This design comes from an exercise in tuning for small area, a short achievable clock period and few clock cycles per item on the open sky130 flow, not from production work. Where RTL was checked, it was by simulation tests only, not by an equivalence proof against the original. No activity file was given, so power comes from the tool's default toggle rates.

Setup of run 1:
Design bls_alu, start of the top module:
module bls_alu #(
    parameter integer N = 32
) (
    input  wire           clk,
    input  wire           rst,       
    input  wire           start,     
    input  wire [2*N+6:0] iw,        
    output wire           ready,
    output reg            done,
    output reg  [N-1:0]   res,
    output wire [4:0]     flags,     
    output reg  [1:0]     evt,       
    output wire [7:0]     fault,     
    output wire [7:0]     finfo
);
Size in the first run: roughly 120 flip-flops, about 130 I/O pins, ~17000 um^2 of cells after synthesis.
==> flow/config.mk <==
export PLATFORM = sky130hd
export DESIGN_NAME = bls_alu
export DESIGN_NICKNAME = bls_alu
export VERILOG_FILES = /design/flow/design.v
export SDC_FILE = /design/flow/constraint.sdc
export NUM_CORES = 4
export LEC_CHECK = 0
export ABC_AREA = 1
export CAP_MARGIN = 20
export CORE_MARGIN = 2
export CORE_UTILIZATION = 40
export PLACE_DENSITY = 0.75
export SETUP_SLACK_MARGIN = 3.0
export SLEW_MARGIN = 20
==> flow/constraint.sdc <==
create_clock -name core_clock -period 10.0 [get_ports {clk}]
set_input_delay 2.0000 -clock core_clock [delete_from_list [all_inputs] [get_ports {clk}]]
set_output_delay 2.0000 -clock core_clock [all_outputs]
set_load 0.01 [all_outputs]
standard.sh (not shown) runs the stock make flow with config.mk's settings and CLKGATE_MAP_FILE= SYNTH_SCRIPT=/design/flow/synth_recipe.tcl, a recipe that flattens the netlist after the stock synthesis.
==> flow/flow/run.sh <==
#!/bin/bash
# The standard layout (the standard.sh, standard synthesis included), with
# plain buf_2 cells as the input and output port buffers instead of the
# clock-delay buffers that buffer_ports picks on its own.
set -euo pipefail
cd "$(dirname "${BASH_SOURCE[0]}")/.."
export BUFFER_PORTS_ARGS="-buffer_cell sky130_fd_sc_hd__buf_2"
bash standard.sh > standard_flow.log 2>&1
Testbench counts of run 1, summed over its fixed seeds: cycles 3,785, instrs 1,600.
For run 2, these inputs were changed with respect to run 1:
- CTS_BUF_LIST now sky130_fd_sc_hd__clkbuf_4 sky130_fd_sc_hd__clkbuf_8, previously not set
- ABC_AREA no longer set, was 1
- PLACE_DENSITY no longer set, was 0.75
==> comparison <==
- Ran to the end and failed final checks on max-capacitance violations, max-slew violations: run 2.
- Sequential power share is higher on run 2
- Lower portion of netlist area occupied by mux cells goes to run 1 over run 2.
- In run 2, critical path's largest stage delay is lower than in run 1.
- Looking at last element of the critical path, the res[10] result is from run 2; the res[16] one comes from run 1.
- [compare] base=run 1 new=run 2: wire length now larger; estimated wirelength of the detail-placed design saw a decrease.
Relative to run 2, the following input files were edited for run 3:
- ABC_AREA: unset -> 1
- PLACE_DENSITY: unset -> 0.85
- CTS_BUF_LIST: sky130_fd_sc_hd__clkbuf_4 sky130_fd_sc_hd__clkbuf_8 -> unset
==> comparison <==
Higher non-clock buffer count goes to run 2 over run 3.
From run 2 to run 3 the numbers moved as follows: post-route fraction of the period consumed by the critical path moved down; die area moved up; final wirelength moved down; die width moved up; power share of the combinational group moved down.
Run 3 finished all stages; the layout is clean.
NOTE: final period demand of the worst path in run 3 falls short of that of run 2
--- input diff run 3..run 4 ---
- changing PLACE_DENSITY from 0.85 to 0.75
- changing SETUP_SLACK_MARGIN from 3.0 to 3.5
## What came out
Run 4 has final-layout worst hold slack below what run 3 had.
Comparing run 3 against run 4, there is no change at all in total overflow reported by the global router.
Remaining max-slew budget at the tightest pin: run 4 vs run 3 down 4.0 points
Run 4 does better than run 3 on fmax.
Non-clock buffer count of run 4 exceeds that of run 3 by a little under 10%.
Sequential cell count came out exactly the same in run 3 and run 4.
Total wirelength of the detailed-routed design: run 4 vs run 3 up 3.3%
Design area: run 4 > run 3
Run 4 was carried through to the last stage, and its layout satisfied the timing, design-rule and antenna checks.
--- input diff run 4..run 5 ---
- SETUP_SLACK_MARGIN changed from 3.5 to 4.0
==> comparison <==
- Across both runs, combinational share of power was higher for run 5 than for run 4.
- Comparing run 4 and run 5, the higher wire length of the first global-routing pass is on run 5.
- Run 5 ended with less post-placement setup slack than run 4.
- On initial cell density of the core, run 4 tracks run 5 almost exactly.
- Row met1 demand-to-capacity share in global routing: run 5 higher / run 4 lower
- Run 4 → run 5: total power draw has increased, initial antenna violation count shrank by 1, fraction of area in multi-input gates lower.

========
Another version of the RTL of bls_alu (not shown whole).
Size in the first run: roughly 2000 cells after synthesis, about 120 flip-flops, roughly 130 I/O pins.
export LEC_CHECK = 0
export CAP_MARGIN = 20
export CORE_MARGIN = 2
export CORE_UTILIZATION = 40
export SETUP_SLACK_MARGIN = 2.0
export SLEW_MARGIN = 20
create_clock -name core_clock -period 10.0 [get_ports {clk}]
Scripts as last shown in full above: flow/flow/run.sh
The baseline completed without violations.
Next try:
SETUP_SLACK_MARGIN = 2.5   (was 2.0)
Register-to-register slack is better by 0.45 ns. Worst setup slack improved by 0.33 ns. Power rises by 1.2%. Utilization went up by 0.37 points. Hold slack hardly moves. Maximum frequency grows by 4.6%. Wire length is higher by 1.4%. Via count came out higher by 0.34%. Clock skew stays flat.
Next try:
SETUP_SLACK_MARGIN = 4.0   (was 2.5)
Area after synthesis stays the same.
Wire length is higher by a few percent.
Count of clock-buffer cells in the layout is higher by 6.
First-iteration DRC count is higher by about a fifth.
Worst setup slack improves by 0.42 ns.
Maximum frequency is higher by a few percent.
Power is higher by about a fifth.
Final area is higher by roughly a tenth.
Cell count is higher by a few percent.
No functional check of the RTL was part of any run of this note.

========
The RTL this note starts from:
==> flow/design.v <==
module bls_alu #(
    parameter integer N = 32
) (
    input  wire           clk,
    input  wire           rst,       
    input  wire           start,     
    input  wire [2*N+6:0] iw,        
    output wire           ready,
    output reg            done,
    output reg  [N-1:0]   res,
    output wire [4:0]     flags,     
    output reg  [1:0]     evt,       
    output wire [7:0]     fault,     
    output wire [7:0]     finfo
);
    localparam [3:0] OP_ADD = 4'd0, OP_SUB = 4'd1, OP_MUL = 4'd2, OP_DIV = 4'd3,
                     OP_AND = 4'd4, OP_OR  = 4'd5, OP_XOR = 4'd6, OP_NOT = 4'd7,
                     OP_SHL = 4'd8, OP_SHR = 4'd9, OP_ROL = 4'd10, OP_ROR = 4'd11;
    localparam integer NSTEP = N;        
    wire         vop = iw[2*N+6];
    wire         va  = iw[2*N+5];
    wire         vb  = iw[2*N+4];
    wire [3:0]   op  = iw[2*N+3:2*N];
    wire [N-1:0] fa  = iw[2*N-1:N];
    wire [N-1:0] fb  = iw[N-1:0];
    reg          busy;       
    reg          mode_mul;   
    reg  [4:0]   cnt;
    reg  [N-1:0] acc;        
    reg          c_r, v_r, vsel, zen;
    reg  [1:0]   f_r;
    reg  [3:0]   fi_r;
    assign ready = ~busy;
    assign fault = {6'd0, f_r};
    assign finfo = {4'd0, fi_r};
    assign flags = {^res, res[N-1], v_r | (vsel & |acc), c_r, zen & ~|res};
    wire go     = start & ~busy;
    wire bad1   = ~vop | ~va;
    wire bad2   = (op < OP_NOT) & ~vb;
    wire b_zero = ~|fb;
    wire         smul   = go ? (op == OP_MUL) : mode_mul;
    wire         sdiv   = go ? (op == OP_DIV) : ~mode_mul;
    wire         is_sub = go ? (op == OP_SUB) : 1'b0;
    wire [N-1:0] hi_in  = go ? {N{1'b0}} : acc;
    wire [N-1:0] lo_in  = go ? ((op == OP_MUL) ? fb : fa) : res;
    wire [N-1:0] d_s    = {hi_in[N-2:0], lo_in[N-1]};
    wire         dsub   = (go & is_sub) | (~go & ~mode_mul) | (go & (op == OP_DIV));
    wire [N-1:0] ad_x = (go & ~smul & ~sdiv) ? fa : (smul ? hi_in : d_s);
    wire [N-1:0] ad_y = smul ? (lo_in[0] ? fa : {N{1'b0}}) : (dsub ? ~fb : fb);
    wire [N:0]   ad   = {1'b0, ad_x} + {1'b0, ad_y} + {{N{1'b0}}, dsub};
    wire [N-1:0] as_res = ad[N-1:0];
    reg [N-1:0] e_res;
    reg         e_c;
    reg         e_v;
    reg [1:0]   e_evt;
    always @(*) begin
        e_res = {N{1'b0}};
        e_c   = 1'b0;
        e_v   = 1'b0;
        e_evt = 2'd0;
        case (op)
            OP_ADD: begin e_res = as_res; e_c = ad[N]; end
            OP_SUB: begin
                e_res = as_res;
                e_c   = ~ad[N] | b_zero;
                e_v   = (fa[N-1] ^ fb[N-1]) & ~(as_res[N-1] ^ fb[N-1]);
            end
            OP_MUL: ;
            OP_DIV: e_evt = 2'd2;       
            OP_AND: e_res = fa & fb;
            OP_OR:  e_res = fa | fb;
            OP_XOR: e_res = fa ^ fb;
            OP_NOT: e_res = ~fa;
            OP_SHL: begin e_res = {fa[N-2:0], 1'b0};    e_c = fa[N-1]; end
            OP_SHR: begin e_res = {1'b0, fa[N-1:1]};    e_c = fa[0];   end
            OP_ROL: begin e_res = {fa[N-2:0], fa[N-1]}; e_c = fa[N-1]; end
            OP_ROR: begin e_res = {fa[0], fa[N-1:1]};   e_c = fa[0];   end
            default: e_evt = 2'd1;      
        endcase
    end
    wire [N-1:0] m_hi = ad[N:1];
    wire [N-1:0] m_lo = {ad[0], lo_in[N-1:1]};
    wire         d_q  = ~ad[N-1];
    wire [N-1:0] d_hi = d_q ? ad[N-1:0] : d_s;
    wire [N-1:0] d_lo = {lo_in[N-2:0], d_q};
    wire [N-1:0] st_hi = smul ? m_hi : d_hi;
    wire [N-1:0] st_lo = smul ? m_lo : d_lo;
    wire iter_start = (op == OP_MUL) | ((op == OP_DIV) & ~b_zero);
    wire last       = (cnt == NSTEP - 2);
    always @(posedge clk) begin
        if (rst) begin
            busy  <= 1'b0;
            done  <= 1'b0;
            res   <= {N{1'b0}};
            c_r   <= 1'b0;
            v_r   <= 1'b0;
            vsel  <= 1'b0;
            zen   <= 1'b0;
            evt   <= 2'd0;
            f_r   <= 2'd0;
            fi_r  <= 4'd0;
        end else begin
            done <= 1'b0;
            if (go) begin
                if (bad1) begin
                    f_r  <= 2'd1;
                    fi_r <= {2'd0, ~va, ~vop};
                    done <= 1'b1;
                end else if (bad2) begin
                    f_r  <= 2'd2;
                    fi_r <= op;
                    done <= 1'b1;
                end else if (iter_start) begin
                    acc      <= st_hi;
                    res      <= st_lo;
                    mode_mul <= (op == OP_MUL);
                    cnt      <= 5'd0;
                    busy     <= 1'b1;
                end else begin
                    res  <= e_res;
                    c_r  <= e_c;
                    v_r  <= e_v;
                    vsel <= 1'b0;
                    zen  <= 1'b1;
                    evt  <= e_evt;
                    f_r  <= 2'd0;
                    fi_r <= 4'd0;
                    done <= 1'b1;
                end
            end else if (busy) begin
                acc <= st_hi;
                res <= st_lo;
                cnt <= cnt + 1'b1;
                if (last) begin
                    busy <= 1'b0;
                    done <= 1'b1;
                    c_r  <= 1'b0;
                    v_r  <= 1'b0;
                    vsel <= mode_mul;
                    zen  <= 1'b1;
                    evt  <= 2'd0;
                    f_r  <= 2'd0;
                    fi_r <= 4'd0;
                end
            end
        end
    end
endmodule
Settings: LEC_CHECK=0, CAP_MARGIN=20, CORE_MARGIN=2, CORE_UTILIZATION=40, SETUP_SLACK_MARGIN=3.5, SLEW_MARGIN=20; clock period 10.0 ns.
run.sh (not shown) runs the stock make flow with config.mk's settings and CLKGATE_MAP_FILE= SYNTH_SCRIPT=/design/flow/synth_recipe.tcl, a recipe that flattens the netlist after the stock synthesis.
Stock flow here: none of the scripts above is used.
The baseline completed without violations.
Rerun with:
Settings changed: SETUP_SLACK_MARGIN 3.5 to not set.
Clock-buffer cell count does not change.
Non-clock buffer count decreases by 26.
Final cell count decreases slightly.
Combinational power falls by a little under a tenth.
Design area went down by a few percent.
Die area does not change.
Synthesized cell count does not change.
Clock power hardly moves.
Utilization is lower by 2.0 points.
Worst setup slack degrades by 1900 ps.
Rerun with:
Settings changed: ABC_CLOCK_PERIOD_IN_PS set to 5000, SETUP_SLACK_MARGIN set to 3.5.
After rerunning:
- The new run finished clean
- global-route usage rises by 0.60 points
- worst setup slack improved by 1900 ps
- final area rises by a few percent
- synthesized area is unchanged
- wire length grows by a few percent
- via count went up by a few percent
- register-to-register slack gains 660 ps
- critical path depth went up by 2
- first-iteration DRC count grows by a few percent
- maximum frequency rose by a quarter to a third
- clock power hardly moves
Rerun with:
Settings changed: ABC_CLOCK_PERIOD_IN_PS 5000 to not set, CORE_UTILIZATION 40 to 60, SETUP_SLACK_MARGIN 3.5 to 5.
Outcome: The new run never finished: it broke off in global routing with GRT-0232; area after synthesis is unchanged; synthesized cell count stays the same.
Function was not checked in any run of this note: the RTL went through the layout flow alone.

========
== willow ==
RTL: one of the versions met above, not the one the previous note started from.
Size in the first run: ~2,600 cells after synthesis, roughly 120 flip-flops, ~0.017 mm² of cells after synthesis.
==> flow/config.mk <==
export PLATFORM = sky130hd
export DESIGN_NAME = bls_alu
export DESIGN_NICKNAME = bls_alu
export VERILOG_FILES = /design/flow/design.v
export SDC_FILE = /design/flow/constraint.sdc
export NUM_CORES = 4
export LEC_CHECK = 0
export ABC_AREA = 1
export CAP_MARGIN = 20
export CORE_MARGIN = 2
export CORE_UTILIZATION = 40
export PLACE_DENSITY = 0.75
export SETUP_SLACK_MARGIN = 2.5
export SLEW_MARGIN = 20
==> flow/constraint.sdc <==
create_clock -name core_clock -period 10.0 [get_ports {clk}]
set_input_delay 2.0000 -clock core_clock [delete_from_list [all_inputs] [get_ports {clk}]]
set_output_delay 2.0000 -clock core_clock [all_outputs]
set_load 0.01 [all_outputs]
standard.sh (not shown) runs the stock make flow with config.mk's settings and CLKGATE_MAP_FILE= SYNTH_SCRIPT=/design/flow/synth_recipe.tcl, a recipe that flattens the netlist after the stock synthesis.
Scripts as last shown in full above: flow/flow/run.sh
Testbench counts of willow, summed over its fixed seeds: cycles 3,785, instrs 1,600.
### willow -> maple
Settings: SETUP_SLACK_MARGIN changed from 2.5 to 3.0; ABC_AREA removed (was 1); PLACE_DENSITY removed (was 0.75).
==> comparison <==
Looking at number of clock-tree buffers in the layout across maple and willow, the one that comes out higher is maple. [maple] clock power share rose 1.6 points relative to willow. maple: total leakage power is 12% lower than what willow reported. Diff willow -> maple: pin count of the biggest net entering global routing dropped 17%; growth of design area from synthesis to finish +6.8 points; power per unit of standard cell area about even. Combinational family with the most area after synthesis: compound AO/OA/AOI/OAI gates -> maple, simple AND/OR/NAND/NOR gates -> willow. maple — area after synthesis about 4.6% lower, willow as reference. Simple-gate share of the synthesized area was lower in the run labelled maple. Between maple and willow, it is maple whose net switching power is lower, by 0.054 mW. The sequential power in maple was lower than what willow gave. In the metrics for maple and willow, the one carrying the higher non-clock buffer count is maple.
For raven, these inputs were changed with respect to maple:
Settings: setting ABC_AREA to 1 for the first time.
## What came out
Delta (raven minus maple): routed wire length picked up an extra about 6%, worst-skew pair later-pin latency picked up an extra 20 ps, cell area after layout lost about 0.6%, fmax picked up an extra about 1.2%.

========
Another version of the RTL of bls_alu (not shown whole).
Size: about 2100 cells after synthesis, ~130 I/O pins.
export LEC_CHECK = 0
export CAP_MARGIN = 20
export CORE_MARGIN = 2
export CORE_UTILIZATION = 40
export SETUP_SLACK_MARGIN = 4.5
export SLEW_MARGIN = 20
create_clock -name core_clock -period 10.0 [get_ports {clk}]
Scripts as last shown in full above: flow/flow/run.sh
The baseline finished with timing, DRC and antenna clean.
Next try:
==> flow/run.sh (new file) <==
#!/bin/bash
# synth_recipe.tcl (not shown) runs the flow's synth.tcl, then flattens the netlist and writes it again
# the make line also repeats each setting of config.mk as NAME=value (left out here)
make -C /OpenROAD-flow-scripts/flow DESIGN_CONFIG=/design/flow/config.mk WORK_HOME=/design/flow/orfs CLKGATE_MAP_FILE= SYNTH_SCRIPT=/design/flow/synth_recipe.tcl finish
removed: flow/flow/run.sh
removed: flow/standard.sh
The new run went through all stages and came out clean.
Fmax increases by 1.6%.
First-iteration DRC count increases by 3.1%.
Cell count is about the same.
Final area increases by 3.2%.
Setup slack is better by 110 ps.
Via count decreases by 0.77%.
Function was not checked in any run of this note: the RTL went through the layout flow alone.

-- static timing again, ports no longer ideal --
No port has a modelled driver above. Below, the same layouts with a new extraction and two added sets of constraints. Step 1 (the two cells are an assumption about what drives the block):
set clk [get_ports {clk}]
set_driving_cell -lib_cell sky130_fd_sc_hd__clkbuf_16 $clk
set_driving_cell -lib_cell sky130_fd_sc_hd__buf_2 [delete_from_list [all_inputs] $clk]
Step 2 also shifts input and output timing later by t, the mid clock arrival at the registers, as if the neighbouring blocks saw the same clock. a / b / c = ideal ports / drivers / drivers and shift; a / b = the first two.
run | shift t [ns] | setup WS [ns] | worst setup path at the end | worst register clock-pin slew, ns | worst slew at a driven data input, ns
run 1 | 0.503 | 3.318 / 3.310 / 2.807 | input to register | 0.07 / 0.07 | 0.07
run 2 | 0.526 | 3.033 / 3.032 / 2.506 | input to register | 0.10 / 0.10 | 0.06
run 3 | 0.508 | 3.220 / 3.251 / 2.743 | input to register | 0.07 / 0.07 | 0.07
run 4 | 0.508 | 3.578 / 3.560 / 3.053 | input to register | 0.07 / 0.07 | 0.09
run 5 | 0.495 | 3.637 / 3.586 / 3.091 | input to register | 0.08 / 0.08 | 0.10
the first run of note 2 | 0.501 | 2.403 / 2.403 / 1.987 | input to register | 0.07 / 0.07 | 0.07
the second run of note 2 | 0.497 | 2.737 / 2.757 / 2.259 | input to register | 0.07 / 0.07 | 0.07
the third run of note 2 | 0.504 | 3.161 / 3.162 / 2.657 | input to register | 0.07 / 0.07 | 0.07
the first run of note 3 | 0.405 | 3.565 / 3.584 / 3.178 | input to register | 0.07 / 0.07 | 0.06
the second run of note 3 | 0.409 | 1.713 / 1.714 / 1.305 | input to register | 0.07 / 0.07 | 0.06
the third run of note 3 | 0.405 | 3.565 / 3.584 / 3.178 | input to register | 0.07 / 0.07 | 0.06
willow | 0.502 | 2.885 / 2.896 / 2.394 | input to register | 0.08 / 0.08 | 0.07
maple | 0.493 | 3.086 / 3.083 / 2.590 | input to register | 0.07 / 0.07 | 0.07
raven | 0.512 | 3.167 / 3.194 / 2.681 | input to register | 0.07 / 0.07 | 0.06
the first run of note 5 | 0.500 | 3.043 / 3.043 / 3.024 | input to register | 0.06 / 0.06 | 0.05
the second run of note 5 | 0.502 | 3.149 / 3.149 / 2.839 | input to register | 0.06 / 0.06 | 0.06
The setup slack of run 5, which loses most, moves by -0.051 ns with the drivers and by -0.546 ns with both steps.
